Context: an optimization exercise on an open-source flow, tuned for small area, a short achievable clock period and few clock cycles per item. The choices shown serve that exercise and are no tape-out recipe. Only simulation tests tie the RTL to the original design; equivalence was not proved.

## flow/design.v (module list and top-level ports; edited modules follow where they fit)
// module fp_unpack: 24 lines
// module fp32_mul: 69 lines
// module mul24_booth: 986 lines
// module cpa48: 186 lines
// module fp32_add: 57 lines
// module fp_lzc28: 40 lines
// module oscen_biquad: 117 lines
module oscen_biquad (
    input  wire        clk,
    input  wire        rst,
    input  wire        in_valid,
    output wire        in_ready,
    input  wire [1:0]  in_op,
    input  wire        in_unit,
    input  wire [2:0]  in_sel,
    input  wire [31:0] in_data,
    output reg         out_valid,
    output reg  [31:0] out_data
);
  // ...
==> flow/run.sh <==
#!/bin/bash
# synth_recipe.tcl (not shown) runs the flow's synth.tcl, then flattens the netlist and writes it again
# the make line also repeats each setting of config.mk as NAME=value (left out here)
make -C /OpenROAD-flow-scripts/flow DESIGN_CONFIG=/design/flow/config.mk WORK_HOME=/design/flow/orfs CLKGATE_MAP_FILE= SYNTH_SCRIPT=/design/flow/synth_recipe.tcl finish
==> flow/config.mk <==
export PLATFORM = sky130hd
export DESIGN_NAME = oscen_biquad
export DESIGN_NICKNAME = oscen_biquad
export VERILOG_FILES = /design/flow/design.v
export SDC_FILE = /design/flow/constraint.sdc
export NUM_CORES = 4
export LEC_CHECK = 0
export ABC_AREA = 1
export CAP_MARGIN = 20
export CORE_MARGIN = 2
export CORE_UTILIZATION = 40
export PLACE_DENSITY = 0.6
export SLEW_MARGIN = 20
==> flow/constraint.sdc <==
create_clock -name core_clock -period 120.0 [get_ports {clk}]
set_input_delay 24.0000 -clock core_clock [delete_from_list [all_inputs] [get_ports {clk}]]
set_output_delay 24.0000 -clock core_clock [all_outputs]
set_load 0.01 [all_outputs]
==> out/metrics.yaml, run 1 <==
run_status:
  outcome: "timing/DRC/antenna clean"
min_path:
  min_from: "y2[1][33]"
  min_path_cells: 2
  holdPathEnd: "y2[1][33]"
placement:
  dp.cells: 17552
logic_synthesis:
  synth_area_leader_cell: "edfxtp_1"
  syn_nets: 15813
  ys_types: 81
  muxShareOfSynthArea: 0.005408
  yosys.area_share.xor_xnor: 0.09164
  ys_top_cells_by_count: "nand2_1, inv_1, nor2_1"
finish:
  clkbuf_count: 106
  fin_util: 0.4312
  largest_cell_class: "multi-input combinational cells"
  diodes: 3
  fillerInstances: 27557
sta:
  setup_ws_ps: 91700
  fmax_mhz: 35.33
  setup_viol: 0
  rsz0062_at_grt: "no"
  tightest_slew_ps: 1230
worst_setup_path:
  reg2reg_slack_ps: 91700
  crit_path_frequent_cell: "nand2_1"
  r2r_start: "r1[29]"
  startpoint_type: "flop"
clock_network:
  clockBufferDepth: 3
  numCtsBuffers: 86
  post_cts_buffers: 0
  path_clk_slew_ps: 60
flow_run:
  maxCapViolCount: 0
routing:
  post-route-drc-count: 0
  firstDrtPassIters: 7
  routedWlPerCell_um: 23.80
  vias_per_cell: 5.760
floorplan:
  die_w_um: 523.1
  initial_core_util: 0.4024
Testbench counts, summed over its fixed seeds: cycles 32,424, items 16,000.
==> module fp_unpack, before the edit <==
module fp_unpack (
    input  wire [31:0] x,
    output wire [33:0] u
);
    wire [7:0]  e   = x[30:23];
    wire [22:0] f   = x[22:0];
    wire        sub = ~|e;
    wire [31:0] v0 = {f, 9'd0};
    wire        z4 = ~|v0[31:16];
    wire [31:0] v1 = z4 ? {v0[15:0], 16'd0} : v0;
    wire        z3 = ~|v1[31:24];
    wire [31:0] v2 = z3 ? {v1[23:0], 8'd0} : v1;
    wire        z2 = ~|v2[31:28];
    wire [31:0] v3 = z2 ? {v2[27:0], 4'd0} : v2;
    wire        z1 = ~|v3[31:30];
    wire [31:0] v4 = z1 ? {v3[29:0], 2'd0} : v3;
    wire        z0 = ~v4[31];
    wire [31:0] v5 = z0 ? {v4[30:0], 1'd0} : v4;
    wire [4:0]  lz = {z4, z3, z2, z1, z0};
    wire        zero = sub & ~|f;
    assign u = {x[31], zero,
                zero ? 9'd0  : sub ? 9'd0 - {4'd0, lz} : {1'b0, e},
                zero ? 23'd0 : sub ? v5[30:8] : f};
endmodule
==> module fp32_add, before the edit <==
module fp32_add (
    input  wire [31:0] a,
    input  wire [31:0] b,
    input  wire        sub,
    output reg  [31:0] y
);
    localparam [31:0] QNAN = 32'h7FC00000;
    wire [31:0] bb = {b[31] ^ sub, b[30:0]};
    wire a_emax = &a[30:23];
    wire b_emax = &b[30:23];
    wire a_fz   = ~|a[22:0];
    wire b_fz   = ~|b[22:0];
    wire a_nan  = a_emax & ~a_fz;
    wire b_nan  = b_emax & ~b_fz;
    wire a_inf  = a_emax & a_fz;
    wire b_inf  = b_emax & b_fz;
    wire        swap = bb[30:0] > a[30:0];
    wire [31:0] p = swap ? bb : a;
    wire [31:0] q = swap ? a : bb;
    wire [7:0]  xa  = a[30:23]  | {7'd0, ~|a[30:23]};
    wire [7:0]  xb  = bb[30:23] | {7'd0, ~|bb[30:23]};
    wire [7:0]  dab = xa - xb;
    wire [7:0]  dba = xb - xa;
    wire [7:0]  d   = swap ? dba : dab;
    wire [7:0]  ep  = swap ? xb : xa;
    wire [23:0] mp = {|p[30:23], p[22:0]};
    wire [23:0] mq = {|q[30:23], q[22:0]};
    wire        eff_sub = p[31] ^ q[31];
    wire [4:0]  dsh = (d > 8'd27) ? 5'd27 : d[4:0];
    wire [26:0] wq  = {mq, 3'b000};
    wire        st  = |(wq & ~(27'h7FFFFFF << dsh));
    wire [26:0] qa  = (wq >> dsh) | {26'd0, st};
    wire [27:0] sum = eff_sub ? ({1'b0, mp, 3'b000} - {1'b0, qa})
                              : ({1'b0, mp, 3'b000} + {1'b0, qa});
    wire [27:0] lim = (ep <= 8'd27) ? (28'h8000000 >> ep[4:0]) : 28'd0;
    wire [4:0]  lsh;
    fp_lzc28 lz (.x(sum | lim), .n(lsh));
    wire [27:0] n  = sum << lsh;
    wire [8:0]  er = {1'b0, ep} + 9'd1 - {4'd0, lsh};
    wire [23:0] m   = n[27:4];
    wire        g   = n[3];
    wire        s   = |n[2:0];
    wire        inc = g & (s | m[0]);
    wire [30:0] mag = {m[23] ? er[7:0] : 8'd0, m[22:0]} + {30'd0, inc};
    always @* begin
        if (a_nan || b_nan || (a_inf && b_inf && eff_sub))
            y = QNAN;
        else if (a_inf || b_inf)
            y = {p[31], 8'hFF, 23'd0};
        else if (sum == 28'd0)
            y = {p[31] & q[31], 31'd0};
        else if ((m[23] && er >= 9'd255) || mag[30:23] == 8'hFF)
            y = {p[31], 8'hFF, 23'd0};
        else
            y = {p[31], mag};
    end
endmodule
==> module oscen_biquad, before the edit <==
module oscen_biquad (
    input  wire        clk,
    input  wire        rst,
    input  wire        in_valid,
    output wire        in_ready,
    input  wire [1:0]  in_op,
    input  wire        in_unit,
    input  wire [2:0]  in_sel,
    input  wire [31:0] in_data,
    output reg         out_valid,
    output reg  [31:0] out_data
);
    localparam NFLT = 2;
    localparam [1:0] OP_PROCESS = 2'd0;
    localparam [1:0] OP_SETCOEF = 2'd1;
    localparam [1:0] OP_RESET   = 2'd2;
    reg [33:0] b0 [0:NFLT-1];
    reg [33:0] b1 [0:NFLT-1];
    reg [33:0] b2 [0:NFLT-1];
    reg [33:0] a1 [0:NFLT-1];
    reg [33:0] a2 [0:NFLT-1];
    reg [33:0] x1 [0:NFLT-1];
    reg [33:0] x2 [0:NFLT-1];
    reg [31:0] y1 [0:NFLT-1];
    reg        y1z [0:NFLT-1];      
    reg [33:0] y2 [0:NFLT-1];
    reg        v1;
    reg [1:0]  op1;
    reg        u1;
    reg [2:0]  sel1;
    reg [31:0] d1;
    reg        pv2, pv3;
    reg        u2, u3;
    reg [31:0] r0, r1, r2;
    wire pr1 = v1 && (op1 == OP_PROCESS);
    wire rs1 = v1 && (op1 == OP_RESET);
    wire sc1 = v1 && (op1 == OP_SETCOEF);
    assign in_ready = ~pr1;
    wire [33:0] xn, yy, yn;
    fp_unpack ux (.x(d1),     .u(xn));
    fp_unpack uy (.x(y1[u2]), .u(yy));
    assign yn = {y1z[u2] ? 2'b01 : yy[33:32], yy[31:0]};
    wire [31:0] pa, pb, pc;
    fp32_mul mA (.a(pv2 ? a1[u2] : b0[u1]), .b(pv2 ? yn : xn),         .y(pa));
    fp32_mul mB (.a(pv2 ? a2[u2] : b1[u1]), .b(pv2 ? y2[u2] : x1[u1]), .y(pb));
    fp32_mul mC (.a(b2[u1]),                .b(x2[u1]),                .y(pc));
    wire [31:0] s, t;
    fp32_add adA (.a(r0), .b(r1), .sub(pv3), .y(s));
    fp32_add adB (.a(s),  .b(r2), .sub(pv3), .y(t));
    integer k;
    always @(posedge clk) begin
        if (rst) begin
            v1        <= 1'b0;
            pv2       <= 1'b0;
            pv3       <= 1'b0;
            out_valid <= 1'b0;
            for (k = 0; k < NFLT; k = k + 1) begin
                b0[k][33:32] <= 2'b01; b1[k][33:32] <= 2'b01; b2[k][33:32] <= 2'b01;
                a1[k][33:32] <= 2'b01; a2[k][33:32] <= 2'b01;
                x1[k][33:32] <= 2'b01; x2[k][33:32] <= 2'b01;
                y1z[k] <= 1'b1;        y2[k][33:32] <= 2'b01;
            end
        end else begin
            v1  <= in_valid & in_ready;
            pv2 <= pr1;
            pv3 <= pv2;
            out_valid <= pv3;
            if (pv2)
                y2[u2] <= yn;
            if (pv3) begin
                y1[u3]  <= t;
                y1z[u3] <= 1'b0;
            end
            if (sc1) begin
                case (sel1)
                    3'd0: b0[u1] <= xn;
                    3'd1: b1[u1] <= xn;
                    3'd2: b2[u1] <= xn;
                    3'd3: a1[u1] <= xn;
                    3'd4: a2[u1] <= xn;
                    default: ;
                endcase
            end
            if (pr1) begin
                x2[u1] <= x1[u1];
                x1[u1] <= xn;
            end
            if (rs1) begin
                x1[u1][33:32] <= 2'b01;
                x2[u1][33:32] <= 2'b01;
                y1z[u1]       <= 1'b1;
                y2[u1][33:32] <= 2'b01;
            end
        end
    end
    always @(posedge clk) begin
        if (in_valid & in_ready) begin
            op1  <= in_op;
            u1   <= in_unit;
            sel1 <= in_sel;
            d1   <= in_data;
        end
        if (pr1) begin
            u2 <= u1;
            r0 <= pa;
            r1 <= pb;
            r2 <= pc;
        end
        if (pv2) begin
            u3 <= u2;
            r0 <= t;
            r1 <= pa;
            r2 <= pb;
        end
        if (pv3) out_data <= t;
    end
endmodule
==> run 2, diff against run 1 <==
--- a/flow/design.v
+++ b/flow/design.v
@@ -6,20 +6,11 @@
     wire [22:0] f   = x[22:0];
     wire        sub = ~|e;
-    wire [31:0] v0 = {f, 9'd0};
-    wire        z4 = ~|v0[31:16];
-    wire [31:0] v1 = z4 ? {v0[15:0], 16'd0} : v0;
-    wire        z3 = ~|v1[31:24];
-    wire [31:0] v2 = z3 ? {v1[23:0], 8'd0} : v1;
-    wire        z2 = ~|v2[31:28];
-    wire [31:0] v3 = z2 ? {v2[27:0], 4'd0} : v2;
-    wire        z1 = ~|v3[31:30];
-    wire [31:0] v4 = z1 ? {v3[29:0], 2'd0} : v3;
-    wire        z0 = ~v4[31];
-    wire [31:0] v5 = z0 ? {v4[30:0], 1'd0} : v4;
-    wire [4:0]  lz = {z4, z3, z2, z1, z0};
+    wire [4:0]  lz;
+    fp_lzc28 lzc (.x({f, 5'd0}), .n(lz));
+    wire [22:0] fs  = f << lz;
     wire        zero = sub & ~|f;
     assign u = {x[31], zero,
                 zero ? 9'd0  : sub ? 9'd0 - {4'd0, lz} : {1'b0, e},
-                zero ? 23'd0 : sub ? v5[30:8] : f};
+                zero ? 23'd0 : sub ? {fs[21:0], 1'b0} : f};
 endmodule
 module fp32_mul (
@@ -1271,5 +1262,6 @@
 );
     localparam [31:0] QNAN = 32'h7FC00000;
-    wire [31:0] bb = {b[31] ^ sub, b[30:0]};
+    wire        sa = a[31];
+    wire        sb = b[31] ^ sub;
     wire a_emax = &a[30:23];
     wire b_emax = &b[30:23];
@@ -1280,43 +1272,76 @@
     wire a_inf  = a_emax & a_fz;
     wire b_inf  = b_emax & b_fz;
-    wire        swap = bb[30:0] > a[30:0];
-    wire [31:0] p = swap ? bb : a;
-    wire [31:0] q = swap ? a : bb;
-    wire [7:0]  xa  = a[30:23]  | {7'd0, ~|a[30:23]};
-    wire [7:0]  xb  = bb[30:23] | {7'd0, ~|bb[30:23]};
-    wire [7:0]  dab = xa - xb;
-    wire [7:0]  dba = xb - xa;
-    wire [7:0]  d   = swap ? dba : dab;
-    wire [7:0]  ep  = swap ? xb : xa;
-    wire [23:0] mp = {|p[30:23], p[22:0]};
-    wire [23:0] mq = {|q[30:23], q[22:0]};
-    wire        eff_sub = p[31] ^ q[31];
-    wire [4:0]  dsh = (d > 8'd27) ? 5'd27 : d[4:0];
-    wire [26:0] wq  = {mq, 3'b000};
+    wire a_zero = ~|a[30:23] & a_fz;
+    wire        eff_sub = sa ^ sb;
+    wire [7:0]  xa = a[30:23] | {7'd0, ~|a[30:23]};
+    wire [7:0]  xb = b[30:23] | {7'd0, ~|b[30:23]};
+    wire [23:0] ma = {|a[30:23], a[22:0]};
+    wire [23:0] mb = {|b[30:23], b[22:0]};
+    wire [8:0]  dab = {1'b0, xa} - {1'b0, xb};
+    wire [8:0]  dba = {1'b0, xb} - {1'b0, xa};
+    wire        b_big = dab[8];                     
+    wire        d_eq  = (xa == xb);
+    wire        d_p1  = (dab == 9'd1);              
+    wire        d_m1  = (dba == 9'd1);              
+    wire        near  = eff_sub & (d_eq | d_p1 | d_m1);
+    wire        zero  = (a[30:0] == b[30:0]) & (eff_sub | a_zero);
+    wire [7:0]  epF = b_big ? xb : xa;
+    wire [7:0]  dF  = b_big ? dba[7:0] : dab[7:0];
+    wire [23:0] mpF = b_big ? mb : ma;
+    wire [23:0] mqF = b_big ? ma : mb;
+    wire        spF = b_big ? sb : sa;
+    wire [4:0]  dsh = (dF > 8'd27) ? 5'd27 : dF[4:0];
+    wire [26:0] wq  = {mqF, 3'b000};
     wire        st  = |(wq & ~(27'h7FFFFFF << dsh));
     wire [26:0] qa  = (wq >> dsh) | {26'd0, st};
-    wire [27:0] sum = eff_sub ? ({1'b0, mp, 3'b000} - {1'b0, qa})
-                              : ({1'b0, mp, 3'b000} + {1'b0, qa});
-    wire [27:0] lim = (ep <= 8'd27) ? (28'h8000000 >> ep[4:0]) : 28'd0;
-    wire [4:0]  lsh;
-    fp_lzc28 lz (.x(sum | lim), .n(lsh));
-    wire [27:0] n  = sum << lsh;
-    wire [8:0]  er = {1'b0, ep} + 9'd1 - {4'd0, lsh};
-    wire [23:0] m   = n[27:4];
-    wire        g   = n[3];
-    wire        s   = |n[2:0];
-    wire        inc = g & (s | m[0]);
-    wire [30:0] mag = {m[23] ? er[7:0] : 8'd0, m[22:0]} + {30'd0, inc};
+    wire [27:0] sumF = eff_sub ? ({1'b0, mpF, 3'b000} - {1'b0, qa})
+                               : ({1'b0, mpF, 3'b000} + {1'b0, qa});
+    reg  [23:0] mF;
+    reg         gF, sF;
+    reg  [8:0]  erF;
+    always @* begin
+        if (sumF[27]) begin
+            mF = sumF[27:4]; gF = sumF[3]; sF = |sumF[2:0];
+            erF = {1'b0, epF} + 9'd1;
+        end else if (sumF[26] || epF == 8'd1) begin
+            mF = sumF[26:3]; gF = sumF[2]; sF = |sumF[1:0];
+            erF = {1'b0, epF};
+        end else begin
+            mF = sumF[25:2]; gF = sumF[1]; sF = sumF[0];
+            erF = {1'b0, epF} - 9'd1;
+        end
+    end
+    wire        incF = gF & (sF | mF[0]);
+    wire [30:0] magF = {mF[23] ? erF[7:0] : 8'd0, mF[22:0]} + {30'd0, incF};
+    wire        ovfF = (mF[23] && erF >= 9'd255) || magF[30:23] == 8'hFF;
+    wire [25:0] dX = {1'b0, ma, 1'b0} - (d_p1 ? {2'b00, mb} : {1'b0, mb, 1'b0});
+    wire [25:0] dY = {1'b0, mb, 1'b0} - (d_m1 ? {2'b00, ma} : {1'b0, ma, 1'b0});
+    wire        useY = d_m1 | (d_eq & dX[25]);
+    wire [24:0] dN  = useY ? dY[24:0] : dX[24:0];
+    wire [7:0]  epN = useY ? xb : xa;
+    wire        spN = useY ? sb : sa;
+    wire [24:0] lim = (epN <= 8'd24) ? (25'h1000000 >> (epN - 8'd1)) : 25'd0;
+    wire [4:0]  lz;
+    fp_lzc28 lzn (.x({dN | lim, 3'b000}), .n(lz));
+    wire [24:0] nN  = dN << lz;
+    wire [8:0]  erN = {1'b0, epN} - {4'd0, lz};
+    wire [30:0] magN0 = {nN[24] ? erN[7:0] : 8'd0, nN[23:1]};
+    wire [30:0] magN1 = {dN[24] ? epN : 8'd0, dN[23:1]} + {30'd0, dN[0] & dN[1]};
+    wire [30:0] magN  = (lz == 5'd0) ? magN1 : magN0;
     always @* begin
         if (a_nan || b_nan || (a_inf && b_inf && eff_sub))
             y = QNAN;
-        else if (a_inf || b_inf)
-            y = {p[31], 8'hFF, 23'd0};
-        else if (sum == 28'd0)
-            y = {p[31] & q[31], 31'd0};
-        else if ((m[23] && er >= 9'd255) || mag[30:23] == 8'hFF)
-            y = {p[31], 8'hFF, 23'd0};
+        else if (a_inf)
+            y = {sa, 8'hFF, 23'd0};
+        else if (b_inf)
+            y = {sb, 8'hFF, 23'd0};
+        else if (zero)
+            y = {sa & sb, 31'd0};
+        else if (near)
+            y = {spN, magN};
+        else if (ovfF)
+            y = {spF, 8'hFF, 23'd0};
         else
-            y = {p[31], mag};
+            y = {spF, magF};
     end
 endmodule
@@ -1398,5 +1423,6 @@
     wire rs1 = v1 && (op1 == OP_RESET);
     wire sc1 = v1 && (op1 == OP_SETCOEF);
-    assign in_ready = ~pr1;
+    reg rst_r;
+    assign in_ready = ~pr1 & ~rst_r;
     wire [33:0] xn, yy, yn;
     fp_unpack ux (.x(d1),     .u(xn));
@@ -1412,4 +1438,5 @@
     integer k;
     always @(posedge clk) begin
+        rst_r <= rst;
         if (rst) begin
             v1        <= 1'b0;
@@ -1417,4 +1444,13 @@
             pv3       <= 1'b0;
             out_valid <= 1'b0;
+        end else begin
+            v1  <= in_valid & in_ready;
+            pv2 <= pr1;
+            pv3 <= pv2;
+            out_valid <= pv3;
+        end
+    end
+    always @(posedge clk) begin
+        if (rst_r) begin
             for (k = 0; k < NFLT; k = k + 1) begin
                 b0[k][33:32] <= 2'b01; b1[k][33:32] <= 2'b01; b2[k][33:32] <= 2'b01;
@@ -1424,8 +1460,4 @@
             end
         end else begin
-            v1  <= in_valid & in_ready;
-            pv2 <= pr1;
-            pv3 <= pv2;
-            out_valid <= pv3;
             if (pv2)
                 y2[u2] <= yn;
@@ -1457,23 +1489,14 @@
     end
     always @(posedge clk) begin
-        if (in_valid & in_ready) begin
-            op1  <= in_op;
-            u1   <= in_unit;
-            sel1 <= in_sel;
-            d1   <= in_data;
-        end
-        if (pr1) begin
-            u2 <= u1;
-            r0 <= pa;
-            r1 <= pb;
-            r2 <= pc;
-        end
-        if (pv2) begin
-            u3 <= u2;
-            r0 <= t;
-            r1 <= pa;
-            r2 <= pb;
-        end
-        if (pv3) out_data <= t;
+        op1  <= in_op;
+        u1   <= in_unit;
+        sel1 <= in_sel;
+        d1   <= in_data;
+        u2   <= u1;
+        u3   <= u2;
+        r0   <= pv2 ? t  : pa;
+        r1   <= pv2 ? pa : pb;
+        r2   <= pv2 ? pb : pc;
+        out_data <= t;
     end
 endmodule
==> run 2 against run 1 <==
Net effect:
- critical path depth fell by 131
- die area rose by 8.6%
- still clean
- clock-buffer cell count did not move
- global-route usage rose by 0.62 points
- worst setup slack improved by 1600 ps
- cell count rose by 14%
- worst hold slack improved by 15 ps
- non-clock buffer count rose by 21
- synthesized cell count rose by 15%
- clock skew rose by 39 ps
- critical endpoint is now in_ready
==> out/metrics.yaml, run 2 <==
sta:
  min_period_ps: 26670
  tns_ps: 0
  tightest_slew_ps: 1255  # +25.29 ps
  fmax_mhz: 37.50  # +6.1%
  finalCritPeriodShare: 0.2222
  rsz0062_at_grt: "no"
  clock-skew-final_ps: 76.19
  setup_viol: 0  # unchanged
  max-slew-margin-rel: 0.1632
  final_hold_viol_count: 0
  slew_viol_final: 0
clock_network:
  path_clk_slew_ps: 60  # about the same
  insertion_delay_ps: 710
  ctsResizeCount: 0
  post_cts_buffers: 0  # unchanged
  numCtsBuffers: 76  # -12%
  clockBufferDepth: 3  # unchanged
  cts.sinks: 783
  tritoncts: "yes"
  cts_root_buf: "clkbuf_16"
  cts_max_level: 3
  hold_buffers: 0
min_path:
  holdPathEnd: "y2[0][32]"
  min_from: "y2[0][32]"
  hp-class: "flop to flop"
  min_path_cells: 2  # unchanged
logic_synthesis:
  ys_types: 85  # +4.9%
  syn_area_per_cell_sq_um: 7.048
  synthAdderAreaFrac: 0.2050
  synth_seq_cells: 783
  yosys.cell_count.top_type: "nand2_1"
  mappedNetlistArea_sq_um: 117100
  synth_edf_count: 604
  synth_top_family_by_area: "simple AND/OR/NAND/NOR gates"
  ys_seq_area_frac: 0.1855
  async_reset_ff_frac: 0
  ys_top_cells_by_count: "nand2_1, inv_1, o21ai_0"
  yosysWarnings: 3
  syn_nets: 18085  # +14%
  synth_ff_type: "edfxtp_1"
  yosys.area_share.xor_xnor: 0.09608  # +0.004437
  netlist_instances: 16618
  synth_simple_gate_area_frac: 0.2436
  muxShareOfSynthArea: 0.004273  # -0.001135
  synth_compound_area_frac: 0.1590
  yosys.area.top_type_share: 0.1549
  synthTopCellsByArea: "edfxtp_1, fa_1, nand2_1"
  synth_area_leader_cell: "edfxtp_1"
worst_setup_path:
  cpPeakStageDelay_ps: 730
  cp_num_buf_inv: 1
  cp_slowest_cell: "a21oi_1"
  crit_chain: "nor2_1 > a21oi_1 > clkdlybuf4s50_1"
  crit_family: "compound AO/OA/AOI/OAI gates"
  startpoint_type: "flop"
  cp.required_ps: 96000
  reg2reg_depth: 120
  reg2reg_to: "y1[0][30]"
  arrival_ps: 2670
  crit_path_max_fanout: 6
  critPathKind: "flop to primary output"
  endpoint_kind: "primary output"
  r2r_start: "r0[25]"
  reg2reg_slack_ps: 93970  # +2270 ps
floorplan:
  rows: 198
  die_h_um: 545.1
  die_w_um: 545.1  # +4.2%
  dieArea_sq_um: 297200
  core_sq_um: 291100
  initial_core_util: 0.4024  # about the same
  io_pins: 75
placement:
  port_buffers: 74
  place_area_sq_um: 122200
  place_hpwl_um: 356300
  routabilityCongestion: 1.006
routing:
  wl_um: 470600
  firstDrtPassIters: 7  # unchanged
  vias_per_cell: 5.739  # -0.37%
  routedWlPerCell_um: 23.25  # -2.3%
  dr.first_iter.drc_count: 13892
  post-route-drc-count: 0  # unchanged
  postRouteAntennaNets: 0
  vias: 116151
global_route:
  grt_pass1_wl_um: 700200
  antenna_found_initial: 6
  grt_max_degree: 141
  overflow: 0
  grt_pass1_vias: 109737
  grtUsageTotal: 0.3052
finish:
  nets: 17742
  fin_area_sq_um: 124700
  drive_above_1_share: 0.05515
  syn_to_final_growth_pct: 6.486
  layout_common_cells: "nand2_1, inv_1, o21ai_0, nor2_1, xor2_1"
  final_common_cell: "nand2_1"
  fillerInstances: 30362  # +10%
flow_run:
  maxCapViolCount: 0  # unchanged
run_status:
  outcome: "timing/DRC/antenna clean"
run 2: cell count changes after synthesis, sizes merged, moves of 26 or more:
cell	change
xnor2	+31
nand2	+922
inv	+195
o211ai	+26
edfxtp	-168
o21ai	+290
a21oi	+195
ha	+41
clkbuf	+36
nand3	+126
a221oi	-29
xor2	+125
dfxtp	+167
nor2	+145
run 2: area by class of cell:
class / instances / area (sq um) / area share
multi-input cells: 12606 / 83310 / 0.6680
well taps: 3900 / 4880 / 0.03912
diodes: 4 / 10.01 / 0.00008026
flip-flops and latches: 783 / 21730 / 0.1742
inverters: 2409 / 9060 / 0.07264
repair buffers: 399 / 3206 / 0.02570
clock inverters: 33 / 364.1 / 0.002919
clock buffers: 106 / 2158 / 0.01731
run 2: how the worst max path moves through the flow:
stage,from,end,cells after the start
6_report,op1[1],in_ready,3
5_1_grt,r0[25],y1[0][22],128
4_1_cts,op1[1],in_ready,3
3_5_place_dp,op1[1],in_ready,3
3_3_place_gp,op1[1],in_ready,3
2_1_floorplan,rst_r,in_ready,2
run 2: layer usage:
metal,vias to the layer above,part of all wire,GRT usage
li1,54090,-,-
met1,54906,0.42,0.4113
met2,6017,0.43,0.4665
met3,1138,0.094,0.05210
met4,0,0.060,0.1601
met5,-,0,0
run 2: stage by stage:
step	util	hold slack (ps)	cells	setup WS, ps
floorplan	-	349.2	16618	95270
detailed placement	0.4197	468.3	20096	94020
finish	0.4285	486.1	20240	93330
CTS	0.4284	484.3	20235	93310
global route	0.4284	513.6	20237	91700
global placement	0.4197	465.1	20096	94020
run 2: cells by family (layout without fill, tap and decap cells):
logic type,Yosys count,after routing
adders and majority gates,1426,1426
AOI/OAI and AO/OA,3212,3212
buffers and inverters,3229,2947
muxes,50,50
and+or+nand+nor,6634,6634
other,0,4
DFF,783,783
xor gates and xnor gates,1284,1284
run 2: worst reg2reg max path, delay by kind of cell (launching register included):
family	cells	cell delay [ps]
AOI/OAI and AO/OA	22	4850
xor gates and xnor gates	2	880
adders and majority gates	10	3670
buffers and inverters	22	5370
DFF	1	420
and+or+nand+nor	64	10610
Testbench counts of run 2, summed over its fixed seeds: cycles 32,424, items 16,000.
==> run 3, diff against run 2 <==
--- a/flow/config.mk
+++ b/flow/config.mk
@@ -10,4 +10,4 @@
 export CORE_MARGIN = 2
 export CORE_UTILIZATION = 40
-export PLACE_DENSITY = 0.6
+export PLACE_DENSITY = 0.72
 export SLEW_MARGIN = 20
==> run 3 against run 2 <==
Net effect:
- still clean on timing, DRC and antenna
- via count up 2.2%
- highest routed layer unchanged
- sequential share of layout area about the same
- first-iteration DRC count up 9.6%
- non-clock buffer count down 11
- clock-buffer cell count down 10
- register-to-register slack about the same
- worst hold slack worse by 28 ps
- critical endpoint unchanged
- cell count about the same
==> out/metrics.yaml, run 3 <==
clock_network:
  insertion_delay_ps: 680  # -30 ps
  tritoncts: "yes"
  numCtsBuffers: 81  # +6.6%
  hold_buffers: 0  # unchanged
  cts.sinks: 783  # unchanged
  cts_root_buf: "clkbuf_16"
  clockBufferDepth: 3  # unchanged
  post_cts_buffers: 0  # unchanged
  path_clk_slew_ps: 60  # about the same
  ctsResizeCount: 0  # unchanged
  cts_max_level: 3  # unchanged
logic_synthesis:
  yosys.area.top_type_share: 0.1549  # unchanged
  yosys.cell_count.top_type: "nand2_1"
  mappedNetlistArea_sq_um: 117100  # unchanged
  netlist_instances: 16618  # unchanged
  synth_area_leader_cell: "edfxtp_1"
  synthTopCellsByArea: "edfxtp_1, fa_1, nand2_1"
  ys_seq_area_frac: 0.1855  # unchanged
  syn_nets: 18085  # unchanged
  synth_ff_type: "edfxtp_1"
  ys_types: 85  # unchanged
  synth_edf_count: 604  # unchanged
  syn_area_per_cell_sq_um: 7.048  # unchanged
  async_reset_ff_frac: 0  # unchanged
  ys_top_cells_by_count: "nand2_1, inv_1, o21ai_0"
  synth_seq_cells: 783  # unchanged
  yosysWarnings: 3  # unchanged
global_route:
  antenna_found_initial: 7  # +1
  grt_pass1_wl_um: 683500  # -2.4%
  grt_pass1_vias: 111882  # +2.0%
  overflow: 0  # unchanged
  grt_max_degree: 135  # -4.3%
  grtUsageTotal: 0.2942  # -0.01096
worst_setup_path:
  cp.required_ps: 96000  # about the same
  crit_path_max_fanout: 11  # +5
  critPathKind: "flop to primary output"
  startpoint_type: "flop"
  reg2reg_depth: 120  # unchanged
  arrival_ps: 2080  # -590 ps
  r2r_start: "r0[29]"
  reg2reg_to: "y1[0][6]"
  reg2reg_slack_ps: 93970  # about the same
  endpoint_kind: "primary output"
routing:
  vias: 118722  # +2.2%
  firstDrtPassIters: 10  # +3
  vias_per_cell: 5.865  # +2.2%
  routedWlPerCell_um: 22.52  # -3.1%
  post-route-drc-count: 0  # unchanged
  postRouteAntennaNets: 0  # unchanged
  wl_um: 455900  # -3.1%
  dr.first_iter.drc_count: 15222  # +9.6%
min_path:
  min_path_cells: 1  # -1
  holdPathEnd: "pv2"
  min_from: "op1[0]"
  hp-class: "flop to flop"
placement:
  routabilityCongestion: 1.052  # +4.6%
  place_hpwl_um: 343100  # -3.7%
  post-place-ws_ps: 94670  # +650.4 ps
  port_buffers: 74  # unchanged
flow_run:
  maxCapViolCount: 0  # unchanged
sta:
  finalCritPeriodShare: 0.2173  # -0.004896
  tightest_slew_ps: 1209  # -46.53 ps
  max-slew-margin-rel: 0.1857  # +0.02251
  setup_viol: 0  # unchanged
  final_hold_viol_count: 0  # unchanged
  setup_ws_ps: 93920  # +587.5 ps
  rsz0062_at_grt: "no"
  fmax_mhz: 38.34  # +2.3%
  slew_viol_final: 0  # unchanged
  clock-skew-final_ps: 21.88  # -54.31 ps
  min_period_ps: 26080  # -587.5 ps
  tns_ps: 0  # unchanged
  holdWs_ps: 458.4  # -27.70 ps
finish:
  multiInputGateArea_sq_um: 83230  # about the same
  register_area_sq_um: 21730  # unchanged
  nets: 17736  # -0.034%
  layout_common_cells: "nand2_1, inv_1, o21ai_0, nor2_1, xor2_1"
  fin_util: 0.4286  # about the same
  syn_to_final_growth_pct: 6.512  # about the same
  fillerInstances: 29867  # -1.6%
  drive_above_1_share: 0.05412  # -0.001034
  final_common_cell: "nand2_1"
floorplan:
  die_h_um: 545.1  # unchanged
  initial_core_util: 0.4024  # unchanged
  io_pins: 75  # unchanged
  die_w_um: 545.1  # unchanged
  rows: 198  # unchanged
  core_sq_um: 291100  # unchanged
  dieArea_sq_um: 297200  # unchanged
run_status:
  outcome: "timing/DRC/antenna clean"
-- run 3: cell counts after synthesis --
No cell type changed its count.
-- run 3: worst max path at each step --
stage / from / end / slack (ps) / cells after the start
floorplan: rst_r / in_ready / 95270 / 2
global placement: rst_r / in_ready / 94670 / 2
detailed placement: op1[1] / in_ready / 94670 / 3
CTS: op1[1] / in_ready / 93950 / 3
global route: r0[27] / r0[30] / 91910 / 126
finish: rst_r / in_ready / 93920 / 2
-- run 3: stage by stage --
| step | area [sq um] | instances |
|---|---|---|
| 5_1_grt | 124700 | 20234 |
| 3_5_place_dp | 122000 | 20084 |
| 3_3_place_gp | 122000 | 20083 |
| 6_report | 124800 | 20241 |
| 4_1_cts | 124700 | 20232 |
| 2_1_floorplan | 117100 | 16618 |
-- run 3: layer usage --
layer | vias to the layer above | share of wire | GRT usage
met5 | - | 0 | 0
met4 | 0 | 0.068 | 0.1655
met3 | 1621 | 0.12 | 0.07206
met2 | 7669 | 0.42 | 0.4470
met1 | 55332 | 0.38 | 0.3810
li1 | 54100 | - | -
-- run 3: critical path: stages, from the launching register on --
cell             delay [ps]
dfxtp_1                 760
a21oi_1                 120
clkdlybuf4s50_1         520
-- run 3: area by class of cell --
cell class              count  share of cell area
well taps                3900             0.03912
inverters                2409             0.07260
clock inverters            52            0.004513
repair buffers            388             0.02513
flip-flops and latches    783              0.1742
multi-input cells       12606              0.6672
diodes                      7           0.0001404
clock buffers              96             0.01712
-- run 3: kinds of logic (layout without fill, tap and decap cells) --
family                   count (synthesis)  count (layout)  synth area share
other                                    0               7                 0
adder cells (fa/ha/maj)               1426            1426            0.2050
flip-flops                             783             783            0.1855
multiplexers                            50              50          0.004273
AND/OR/NAND/NOR                       6634            6634            0.2436
buffers and inverters                 3229            2945            0.1065
XOR/XNOR                              1284            1284           0.09608
AO/OA/AOI/OAI                         3212            3212            0.1590
==> run 4, diff against run 3 <==
--- a/flow/design.v
+++ b/flow/design.v
@@ -1295,6 +1295,6 @@
     wire        st  = |(wq & ~(27'h7FFFFFF << dsh));
     wire [26:0] qa  = (wq >> dsh) | {26'd0, st};
-    wire [27:0] sumF = eff_sub ? ({1'b0, mpF, 3'b000} - {1'b0, qa})
-                               : ({1'b0, mpF, 3'b000} + {1'b0, qa});
+    wire [28:0] sumC = {1'b0, mpF, 3'b000, 1'b1} + ({1'b0, qa, eff_sub} ^ {{28{eff_sub}}, 1'b0});
+    wire [27:0] sumF = sumC[28:1];
     reg  [23:0] mF;
     reg         gF, sF;
@@ -1390,5 +1390,5 @@
     input  wire        rst,
     input  wire        in_valid,
-    output wire        in_ready,
+    output reg         in_ready,
     input  wire [1:0]  in_op,
     input  wire        in_unit,
@@ -1424,5 +1424,4 @@
     wire sc1 = v1 && (op1 == OP_SETCOEF);
     reg rst_r;
-    assign in_ready = ~pr1 & ~rst_r;
     wire [33:0] xn, yy, yn;
     fp_unpack ux (.x(d1),     .u(xn));
@@ -1439,4 +1438,5 @@
     always @(posedge clk) begin
         rst_r <= rst;
+        in_ready <= ~rst & ~(in_valid & in_ready & (in_op == OP_PROCESS));
         if (rst) begin
             v1        <= 1'b0;
--- a/flow/config.mk
+++ b/flow/config.mk
@@ -10,4 +10,4 @@
 export CORE_MARGIN = 2
 export CORE_UTILIZATION = 40
-export PLACE_DENSITY = 0.72
+export PLACE_DENSITY = 0.6
 export SLEW_MARGIN = 20
==> run 4 against run 3 <==
Net effect:
- clock skew is 18 ps higher
- first-iteration DRC count fell by 20%
- still clean on timing, DRC and antenna
- clock-buffer cell count up 15
- synthesized cell count is 3.8% lower
- design area is 2.3% lower
- core utilization about the same
- largest cell class unchanged
==> out/metrics.yaml, run 4 <==
run_status:
  outcome: "timing/DRC/antenna clean"
clock_network:
  insertion_delay_ps: 670  # about the same
  ctsResizeCount: 0  # unchanged
  post_cts_buffers: 0  # unchanged
  cts.sinks: 784  # +0.13%
  path_clk_slew_ps: 70  # about the same
  cts_max_level: 3  # unchanged
  clockBufferDepth: 3  # unchanged
  cts_root_buf: "clkbuf_16"
  hold_buffers: 0  # unchanged
  numCtsBuffers: 81  # unchanged
  tritoncts: "yes"
sta:
  rsz0062_at_grt: "no"
  final_hold_viol_count: 0  # unchanged
  holdWs_ps: 472.6  # +14.23 ps
  finalCritPeriodShare: 0.2161  # -0.001244
  fmax_mhz: 38.56  # +0.58%
  min_period_ps: 25930  # -149.3 ps
  slew_viol_final: 0  # unchanged
  max-slew-margin-rel: 0.07501  # -0.1107
  clock-skew-final_ps: 39.41  # +17.53 ps
  tightest_slew_ps: 1379  # +170.5 ps
  tns_ps: 0  # unchanged
  setup_viol: 0  # unchanged
logic_synthesis:
  netlist_instances: 15987  # -3.8%
  ys_seq_area_frac: 0.1901  # +0.004665
  ys_types: 81  # -4.7%
  async_reset_ff_frac: 0  # unchanged
  ys_top_cells_by_count: "nand2_1, inv_1, o21ai_0"
  syn_area_per_cell_sq_um: 7.153  # +1.5%
  synthTopCellsByArea: "edfxtp_1, fa_1, nand2_1"
  yosysWarnings: 3  # unchanged
  yosys.cell_count.top_type: "nand2_1"
  synth_edf_count: 604  # unchanged
  syn_nets: 17404  # -3.8%
  yosys.area.top_type_share: 0.1586  # +0.003750
  synth_ff_type: "edfxtp_1"
  synth_area_leader_cell: "edfxtp_1"
  mappedNetlistArea_sq_um: 114400  # -2.4%
  synth_seq_cells: 784  # +0.13%
routing:
  postRouteAntennaNets: 0  # unchanged
  vias: 112598  # -5.2%
  vias_per_cell: 5.780  # -1.4%
  wl_um: 454200  # -0.36%
  dr.first_iter.drc_count: 12125  # -20%
  firstDrtPassIters: 8  # -2
  routedWlPerCell_um: 23.32  # +3.5%
  post-route-drc-count: 0  # unchanged
worst_setup_path:
  crit_family: "flip-flops"
  endpoint_kind: "primary output"
  cp.depth: 1  # -1
  crit_path_max_fanout: 1  # -10
  startpoint_type: "flop"
  r2r_start: "r0[27]"
  crit_start: "out_valid"
  cp.required_ps: 96000  # about the same
  reg2reg_to: "y1[1][9]"
  reg2reg_slack_ps: 96600  # +2630 ps
  reg2reg_depth: 109  # -9.2%
  critPathKind: "flop to primary output"
  cp_slowest_cell: "dfxtp_1"
  crit_path_end: "out_valid"
  cp_num_buf_inv: 1  # unchanged
  cpPeakStageDelay_ps: 640  # -120 ps
  arrival_ps: 1930  # -150 ps
  crit_chain: "clkdlybuf4s50_1"
floorplan:
  rows: 196  # -1.0%
  io_pins: 75  # unchanged
  die_h_um: 538.7  # -1.2%
  die_w_um: 538.7  # -1.2%
  initial_core_util: 0.4016  # -0.0007179
  core_sq_um: 284700  # -2.2%
  dieArea_sq_um: 290200  # -2.3%
finish:
  fin_area_sq_um: 121900  # -2.3%
  layout.cells.non_filler: 19479  # -3.8%
  fin_util: 0.4281  # -0.0004700
  drive_above_1_share: 0.05295  # -0.001170
  layout_common_cells: "nand2_1, inv_1, o21ai_0, nor2_1, xor2_1"
  final_common_cell: "nand2_1"
  syn_to_final_growth_pct: 6.586  # about the same
  nets: 17062  # -3.8%
placement:
  dp.cells: 19323  # -3.8%
  routabilityCongestion: 0.9984  # -5.1%
  place_hpwl_um: 340500  # -0.78%
  port_buffers: 74  # unchanged
  place_area_sq_um: 119100  # -2.4%
global_route:
  grt_max_degree: 121  # -10%
  grt_pass1_vias: 106953  # -4.4%
  antenna_found_initial: 4  # -3
  overflow: 0  # unchanged
  grt_pass1_wl_um: 678600  # -0.72%
  grtUsageTotal: 0.3022  # +0.007952
min_path:
  hp-class: "flop to flop"
flow_run:
  maxCapViolCount: 0  # unchanged
## run 4: how the worst min path moves through the flow
| stage | slack, ps | start | cells after the start | end |
|---|---|---|---|---|
| global route | 490 | in_ready | 2 | v1 |
| detailed placement | 470 | in_ready | 2 | v1 |
| CTS | 480 | in_ready | 2 | v1 |
| floorplan | 330 | u1 | 0 | u2 |
| finish | 470 | in_ready | 2 | v1 |
| global placement | 470 | y2[0][32] | 2 | y2[0][32] |
## run 4: cells by family after synthesis
group | after synthesis | synth area share
and+or+nand+nor | 6145 | 0.2315
AOI/OAI and AO/OA | 3198 | 0.1635
buffers and inverters | 3113 | 0.1048
adders and majority gates | 1376 | 0.2044
xor gates and xnor gates | 1312 | 0.1006
DFF | 784 | 0.1901
muxes | 59 | 0.005164
## run 4: final cells by class
type / instances / area (sq um)
inverters: 2318 / 8716
repair buffers: 370 / 2975
flip-flops and latches: 784 / 21750
multi-input cells: 12090 / 81020
clock buffers: 111 / 2280
clock inverters: 40 / 426.7
well taps: 3762 / 4707
diodes: 4 / 10.01
fillers: 29666 / 162800
## run 4: per-layer routing
metal | GRT usage | vias to the layer above | share of wire
li1 | - | 52300 | -
met1 | 0.4047 | 53797 | 0.42
met2 | 0.4834 | 5445 | 0.45
met3 | 0.04717 | 1056 | 0.089
met4 | 0.1257 | 0 | 0.048
met5 | 0 | - | 0
## run 4: per-stage QoR
| step | worst slack [ps] |
|---|---|
| 2_1_floorplan | 95650 |
| 3_3_place_gp | 94740 |
| 3_5_place_dp | 94750 |
| 4_1_cts | 94020 |
| 5_1_grt | 94000 |
| 6_report | 94070 |
Testbench counts of run 4, summed over its fixed seeds: cycles 32,424, items 16,000.
==> run 5, diff against run 4 <==
--- a/flow/config.mk
+++ b/flow/config.mk
@@ -7,7 +7,7 @@
 export LEC_CHECK = 0
 export ABC_AREA = 1
-export CAP_MARGIN = 20
+export CAP_MARGIN = 0
 export CORE_MARGIN = 2
 export CORE_UTILIZATION = 40
 export PLACE_DENSITY = 0.6
-export SLEW_MARGIN = 20
+export SLEW_MARGIN = 0
==> run 5 against run 4 <==
Net effect:
- non-clock buffer count down 1
- worst setup slack worse by 61 ps
- design area up 0.12%
- register-to-register slack better by 80 ps
- synthesized cell count unchanged
==> out/metrics.yaml, run 5 <==
sta:
  rsz0062_at_grt: "no"
  fmax_mhz: 38.47  # -0.24%
  final_hold_viol_count: 0  # unchanged
  tightest_slew_ps: 1301  # -78.32 ps
  setup_viol: 0  # unchanged
  tns_ps: 0  # unchanged
  setup_ws_ps: 94010  # -61.40 ps
  slew_viol_final: 0  # unchanged
  max-slew-margin-rel: 0.1296  # +0.05455
  min_period_ps: 25990  # +61.40 ps
  finalCritPeriodShare: 0.2166  # +0.0005117
  clock-skew-final_ps: 47.77  # +8.364 ps
worst_setup_path:
  cpPeakStageDelay_ps: 670  # +30 ps
  cp.required_ps: 96000  # about the same
  arrival_ps: 1990  # +60 ps
  startpoint_type: "flop"
  cp_num_buf_inv: 1  # unchanged
  endpoint_kind: "primary output"
  critPathKind: "flop to primary output"
  crit_family: "flip-flops"
  cp_slowest_cell: "dfxtp_1"
  crit_chain: "clkdlybuf4s50_1"
  crit_path_max_fanout: 1  # unchanged
global_route:
  grt_pass1_vias: 107026  # +0.068%
  antenna_found_initial: 7  # +3
  grt_use_met2: 0.4861  # +0.002681
  overflow: 0  # unchanged
  grtUsageMet1: 0.4049  # about the same
  grtUsageMet3: 0.04636  # -0.0008137
  grt_busiest_layer: "met2"
  grt_pass1_wl_um: 679100  # about the same
  grt_max_degree: 121  # unchanged
  grtUsageTotal: 0.3027  # +0.0005010
finish:
  drive_above_1_share: 0.05308  # +0.0001273
  register_area_sq_um: 21750  # unchanged
  syn_to_final_growth_pct: 6.711
  fillerInstances: 29705  # +0.13%
  multiInputGateArea_sq_um: 81000  # about the same
  layout_common_cells: "nand2_1, inv_1, o21ai_0, nor2_1, xor2_1"
  final_common_cell: "nand2_1"
  nets: 17063  # +0.0059%
logic_synthesis:
  synth_top_family_by_area: "simple AND/OR/NAND/NOR gates"
  yosysWarnings: 3  # unchanged
  yosys.cell_count.top_type: "nand2_1"
  synth_compound_area_frac: 0.1635  # unchanged
  mappedNetlistArea_sq_um: 114400  # unchanged
  async_reset_ff_frac: 0  # unchanged
  synthTopCellsByArea: "edfxtp_1, fa_1, nand2_1"
  synth_area_leader_cell: "edfxtp_1"
  muxShareOfSynthArea: 0.005164  # unchanged
  yosys.area.top_type_share: 0.1586  # unchanged
  synth_edf_count: 604  # unchanged
  synth_simple_gate_area_frac: 0.2315  # unchanged
  yosys.area_share.xor_xnor: 0.1006  # unchanged
  ys_top_cells_by_count: "nand2_1, inv_1, o21ai_0"
  netlist_instances: 15987  # unchanged
  ys_seq_area_frac: 0.1901  # unchanged
  synth_seq_cells: 784  # unchanged
  syn_area_per_cell_sq_um: 7.153  # unchanged
  synth_ff_type: "edfxtp_1"
  synthAdderAreaFrac: 0.2044  # unchanged
  syn_nets: 17404  # unchanged
  ys_types: 81  # unchanged
floorplan:
  die_h_um: 538.7  # unchanged
  rows: 196  # unchanged
  core_sq_um: 284700  # unchanged
  initial_core_util: 0.4016  # unchanged
  die_w_um: 538.7  # unchanged
  dieArea_sq_um: 290200  # unchanged
  io_pins: 75  # unchanged
routing:
  vias: 112349  # -0.22%
  post-route-drc-count: 0  # unchanged
  postRouteAntennaNets: 0  # unchanged
  vias_per_cell: 5.768  # -0.22%
  routedWlPerCell_um: 23.31  # about the same
  firstDrtPassIters: 7  # -1
  wl_um: 454100  # about the same
  dr.first_iter.drc_count: 12459  # +2.8%
clock_network:
  cts.sinks: 784  # unchanged
  insertion_delay_ps: 690  # +20 ps
  tritoncts: "yes"
  hold_buffers: 0  # unchanged
  cts_max_level: 3  # unchanged
  ctsResizeCount: 0  # unchanged
  path_clk_slew_ps: 70  # about the same
  clockBufferDepth: 3  # unchanged
  cts_root_buf: "clkbuf_16"
  post_cts_buffers: 0  # unchanged
  numCtsBuffers: 83  # +2.5%
run_status:
  outcome: "timing/DRC/antenna clean"
flow_run:
  maxCapViolCount: 0  # unchanged
placement:
  place_hpwl_um: 340400  # about the same
  post-place-ws_ps: 94750  # +0.1000 ps
  port_buffers: 74  # unchanged
  routabilityCongestion: 0.9984  # unchanged
min_path:
  hp-class: "flop to flop"
==> run 5: cell families after synthesis <==
family                   after synthesis
adder cells (fa/ha/maj)             1376
XOR/XNOR                            1312
buffers and inverters               3113
AO/OA/AOI/OAI                       3198
flip-flops                           784
multiplexers                          59
AND/OR/NAND/NOR                     6145
==> run 5: tightest hold or removal path, stage by stage, from the launching register on <==
cell and delay (ps):
dfxtp_1 310, nand2_1 80, nor2_1 40
==> run 5: area by class of cell <==
type,instances,area share
antenna,3,0.00006152
clock buffer,105,0.01926
clock inverter,47,0.004460
inverter,2318,0.07142
multi-input combinational,12090,0.6638
sequential,784,0.1783
tap,3762,0.03857
timing repair buffer,369,0.02422
==> run 5: worst paths after layout <==
| check | startpoint | endpoint | slack (ps) | cells after the start |
|---|---|---|---|---|
| worst max-delay path | out_valid | out_valid | 94010 | 1 |
| worst min-delay path | in_ready | v1 | 470 | 2 |
| worst max register to register | r1[24] | y1[0][9] | 96680 | 110 |
| worst min register to register | in_ready | v1 | 470 | 2 |
==> run 5: metrics by stage <==
step           std cells  instance area [sq um]  hold slack (ps)  utilization
2_1_floorplan      15987                 114400            329.0            -
3_3_place_gp       19323                 119100            468.8       0.4184
3_5_place_dp       19323                 119100            470.3       0.4184
4_1_cts            19475                 122000            478.7       0.4286
5_1_grt            19475                 122000            494.0       0.4286
6_report           19478                 122000            473.1       0.4286
==> run 5: layer usage <==
layer  wire length (um)  part of all wire
met1             188000              0.41
met2             204200              0.45
met3              40670             0.090
met4              21200             0.047
met5                 26          0.000057
==> run 6, diff against run 5 <==
--- a/flow/design.v
+++ b/flow/design.v
@@ -1313,6 +1313,4 @@
     end
     wire        incF = gF & (sF | mF[0]);
-    wire [30:0] magF = {mF[23] ? erF[7:0] : 8'd0, mF[22:0]} + {30'd0, incF};
-    wire        ovfF = (mF[23] && erF >= 9'd255) || magF[30:23] == 8'hFF;
     wire [25:0] dX = {1'b0, ma, 1'b0} - (d_p1 ? {2'b00, mb} : {1'b0, mb, 1'b0});
     wire [25:0] dY = {1'b0, mb, 1'b0} - (d_m1 ? {2'b00, ma} : {1'b0, ma, 1'b0});
@@ -1327,6 +1325,10 @@
     wire [8:0]  erN = {1'b0, epN} - {4'd0, lz};
     wire [30:0] magN0 = {nN[24] ? erN[7:0] : 8'd0, nN[23:1]};
-    wire [30:0] magN1 = {dN[24] ? epN : 8'd0, dN[23:1]} + {30'd0, dN[0] & dN[1]};
-    wire [30:0] magN  = (lz == 5'd0) ? magN1 : magN0;
+    wire [30:0] magN1 = {dN[24] ? epN : 8'd0, dN[23:1]};
+    wire        incN  = (lz == 5'd0) & dN[0] & dN[1];
+    wire [30:0] pre = near ? ((lz == 5'd0) ? magN1 : magN0)
+                           : {mF[23] ? erF[7:0] : 8'd0, mF[22:0]};
+    wire [30:0] mag = pre + {30'd0, near ? incN : incF};
+    wire        ovfF = (mF[23] && erF >= 9'd255) || mag[30:23] == 8'hFF;
     always @* begin
         if (a_nan || b_nan || (a_inf && b_inf && eff_sub))
@@ -1339,9 +1341,9 @@
             y = {sa & sb, 31'd0};
         else if (near)
-            y = {spN, magN};
+            y = {spN, mag};
         else if (ovfF)
             y = {spF, 8'hFF, 23'd0};
         else
-            y = {spF, magF};
+            y = {spF, mag};
     end
 endmodule
--- a/flow/config.mk
+++ b/flow/config.mk
@@ -7,7 +7,7 @@
 export LEC_CHECK = 0
 export ABC_AREA = 1
-export CAP_MARGIN = 0
+export CAP_MARGIN = 20
 export CORE_MARGIN = 2
 export CORE_UTILIZATION = 40
 export PLACE_DENSITY = 0.6
-export SLEW_MARGIN = 0
+export SLEW_MARGIN = 20
==> run 6 against run 5 <==
Net effect:
- cell count shrank 3.0%
- non-clock buffer count shrank 6
- synthesized area shrank 1.1%
- first-iteration DRC count shrank 2.1%
==> out/metrics.yaml, run 6 <==
min_path:
  hp-class: "flop to flop"
routing:
  firstDrtPassIters: 8  # +1
  wl_um: 434700  # -4.3%
  routedWlPerCell_um: 23.01  # -1.3%
  post-route-drc-count: 0  # unchanged
  vias: 108650  # -3.3%
  postRouteAntennaNets: 0  # unchanged
  vias_per_cell: 5.752  # -0.28%
  dr.first_iter.drc_count: 12201  # -2.1%
finish:
  final_common_cell: "nand2_1"
  fin_area_sq_um: 120100  # -1.6%
  drive_above_1_share: 0.06524  # +0.01216
  nets: 16496  # -3.3%
  multiInputGateArea_sq_um: 79470  # -1.9%
  syn_to_final_growth_pct: 6.170
  fin_util: 0.4262  # -0.002358
  fillerInstances: 29127  # -1.9%
  register_area_sq_um: 21750  # unchanged
  layout_common_cells: "nand2_1, inv_1, o21ai_0, xor2_1, nor2_1"
  layout.cells.non_filler: 18889  # -3.0%
worst_setup_path:
  crit_chain: "clkdlybuf4s50_1"
  critPathKind: "flop to primary output"
  endpoint_kind: "primary output"
  cpPeakStageDelay_ps: 630  # -40 ps
  crit_family: "buffers and inverters"
  cp.required_ps: 96000  # about the same
  crit_path_max_fanout: 1  # unchanged
  cp_slowest_cell: "clkdlybuf4s50_1"
  startpoint_type: "flop"
  cp_num_buf_inv: 1  # unchanged
  arrival_ps: 1880  # -110 ps
  reg2reg_slack_ps: 95770  # -910 ps
logic_synthesis:
  netlist_instances: 15426  # -3.5%
  mappedNetlistArea_sq_um: 113100  # -1.1%
  synth_ff_type: "edfxtp_1"
  ys_top_cells_by_count: "nand2_1, inv_1, o21ai_0"
  synthTopCellsByArea: "edfxtp_1, fa_1, nand2_1"
  synth_area_leader_cell: "edfxtp_1"
  yosys.area.top_type_share: 0.1603  # +0.001712
  ys_types: 97  # +20%
  yosysWarnings: 3  # unchanged
  yosys.cell_count.top_type: "nand2_1"
  async_reset_ff_frac: 0  # unchanged
  syn_area_per_cell_sq_um: 7.334  # +2.5%
  synth_edf_count: 604  # unchanged
  syn_nets: 16842  # -3.2%
  ys_seq_area_frac: 0.1922  # +0.002052
  synth_seq_cells: 784  # unchanged
global_route:
  overflow: 0  # unchanged
  grt_use_met2: 0.4521  # -0.03400
  grt_pass1_wl_um: 647500  # -4.6%
  grt_busiest_layer: "met2"
  grtUsageMet1: 0.4032  # -0.001642
  grt_pass1_vias: 101933  # -4.8%
  grtUsageTotal: 0.2938  # -0.008820
  grtUsageMet3: 0.04963  # +0.003277
  antenna_found_initial: 7  # unchanged
  grt_max_degree: 153  # +26%
sta:
  max-slew-margin-rel: 0.2118  # +0.08227
  holdWs_ps: 470.0  # -3.099 ps
  slew_viol_final: 0  # unchanged
  setup_ws_ps: 94120  # +112.7 ps
  final_hold_viol_count: 0  # unchanged
  fmax_mhz: 38.64  # +0.44%
  tightest_slew_ps: 1181  # -119.9 ps
  tns_ps: 0  # unchanged
  setup_viol: 0  # unchanged
  min_period_ps: 25880  # -112.7 ps
  finalCritPeriodShare: 0.2157  # -0.0009392
  clock-skew-final_ps: 28.98  # -18.79 ps
  rsz0062_at_grt: "no"
clock_network:
  insertion_delay_ps: 690  # about the same
  tritoncts: "yes"
  cts_root_buf: "clkbuf_16"
  post_cts_buffers: 0  # unchanged
  cts.sinks: 784  # unchanged
  numCtsBuffers: 83  # unchanged
  ctsResizeCount: 0  # unchanged
  cts_max_level: 3  # unchanged
  clockBufferDepth: 3  # unchanged
  path_clk_slew_ps: 60  # about the same
  hold_buffers: 0  # unchanged
floorplan:
  rows: 195  # -0.51%
  core_sq_um: 281800  # -1.0%
  initial_core_util: 0.4015  # about the same
  die_w_um: 535.8  # -0.53%
  dieArea_sq_um: 287100  # -1.1%
  die_h_um: 535.8  # -0.53%
  io_pins: 75  # unchanged
run_status:
  outcome: "timing/DRC/antenna clean"
placement:
  place_hpwl_um: 325900  # -4.3%
  port_buffers: 74  # unchanged
  place_area_sq_um: 117300  # -1.5%
  post-place-ws_ps: 94710  # -34.30 ps
  dp.cells: 18737  # -3.0%
  routabilityCongestion: 1.006  # +0.72%
flow_run:
  maxCapViolCount: 0  # unchanged
## run 6: path summary, 6_finish.rpt
path	endpoint	depth (start not counted)	from
worst max-delay path	out_valid	1	out_valid
worst min-delay path	y2[1][33]	2	y2[1][33]
worst max register to register	y1[0][11]	143	r0[27]
worst min register to register	y2[1][33]	2	y2[1][33]
## run 6: cells by family (layout without fill, tap and decap cells)
logic type	after synthesis	after routing	share of synthesized area
simple gates	5672	5672	0.2214
compound gates	3191	3191	0.1651
buf+inv	3033	2751	0.1080
fa+ha+maj	1375	1375	0.2065
xor+xnor	1303	1303	0.1009
flops	784	784	0.1922
mux	68	68	0.006016
other cells	0	2	0
## run 6: layout make-up
class / instances / share of cell area
diodes: 2 / 0.00004167
clock buffers: 97 / 0.01834
clock inverters: 52 / 0.005073
inverters: 2239 / 0.07027
multi-input cells: 11609 / 0.6616
flip-flops and latches: 784 / 0.1811
well taps: 3743 / 0.03899
repair buffers: 363 / 0.02454
## run 6: per-layer routing
layer	wire length (um)	share of wire
met5	146	0.00034
met2	187700	0.43
met3	41840	0.096
met1	182300	0.42
met4	22720	0.052
Testbench counts of run 6, summed over its fixed seeds: cycles 32,424, items 16,000.

==> afterwards: timing with drivers on the ports <==
No port has a modelled driver above. Below, the same layouts with a new extraction and two added sets of constraints. Step 1 assumes that a clkbuf_16 drives the clock port and a buf_2 every other input. Step 2 moves the port delays by t, midway between the first and last clock arrival at a register: inputs arrive t later, outputs are due t later. That takes back most of the time a late clock gives input paths. Slacks: ideal / step 1 / step 2; pairs: ideal / step 1.
| run | shift t [ns] | setup WS [ns] | worst setup path after step 2 | latest minus earliest clock arrival (ns) | worst register clock-pin slew, ns |
|---|---|---|---|---|---|
| run 1 | 0.788 | 91.697 / 91.697 / 91.697 | register to register | 0.040 / 0.040 | 0.06 / 0.06 |
| run 2 | 0.726 | 93.330 / 93.275 / 93.975 | register to register | 0.077 / 0.077 | 0.08 / 0.08 |
| run 3 | 0.736 | 93.918 / 93.861 / 93.974 | register to register | 0.032 / 0.033 | 0.08 / 0.08 |
| run 4 | 0.714 | 94.067 / 94.008 / 94.722 | register to output | 0.051 / 0.051 | 0.07 / 0.07 |
| run 5 | 0.730 | 94.006 / 93.948 / 94.678 | register to output | 0.059 / 0.059 | 0.09 / 0.09 |
| run 6 | 0.748 | 94.119 / 94.047 / 94.681 | input to register | 0.030 / 0.029 | 0.08 / 0.08 |
After both steps every run listed still meets setup and hold.
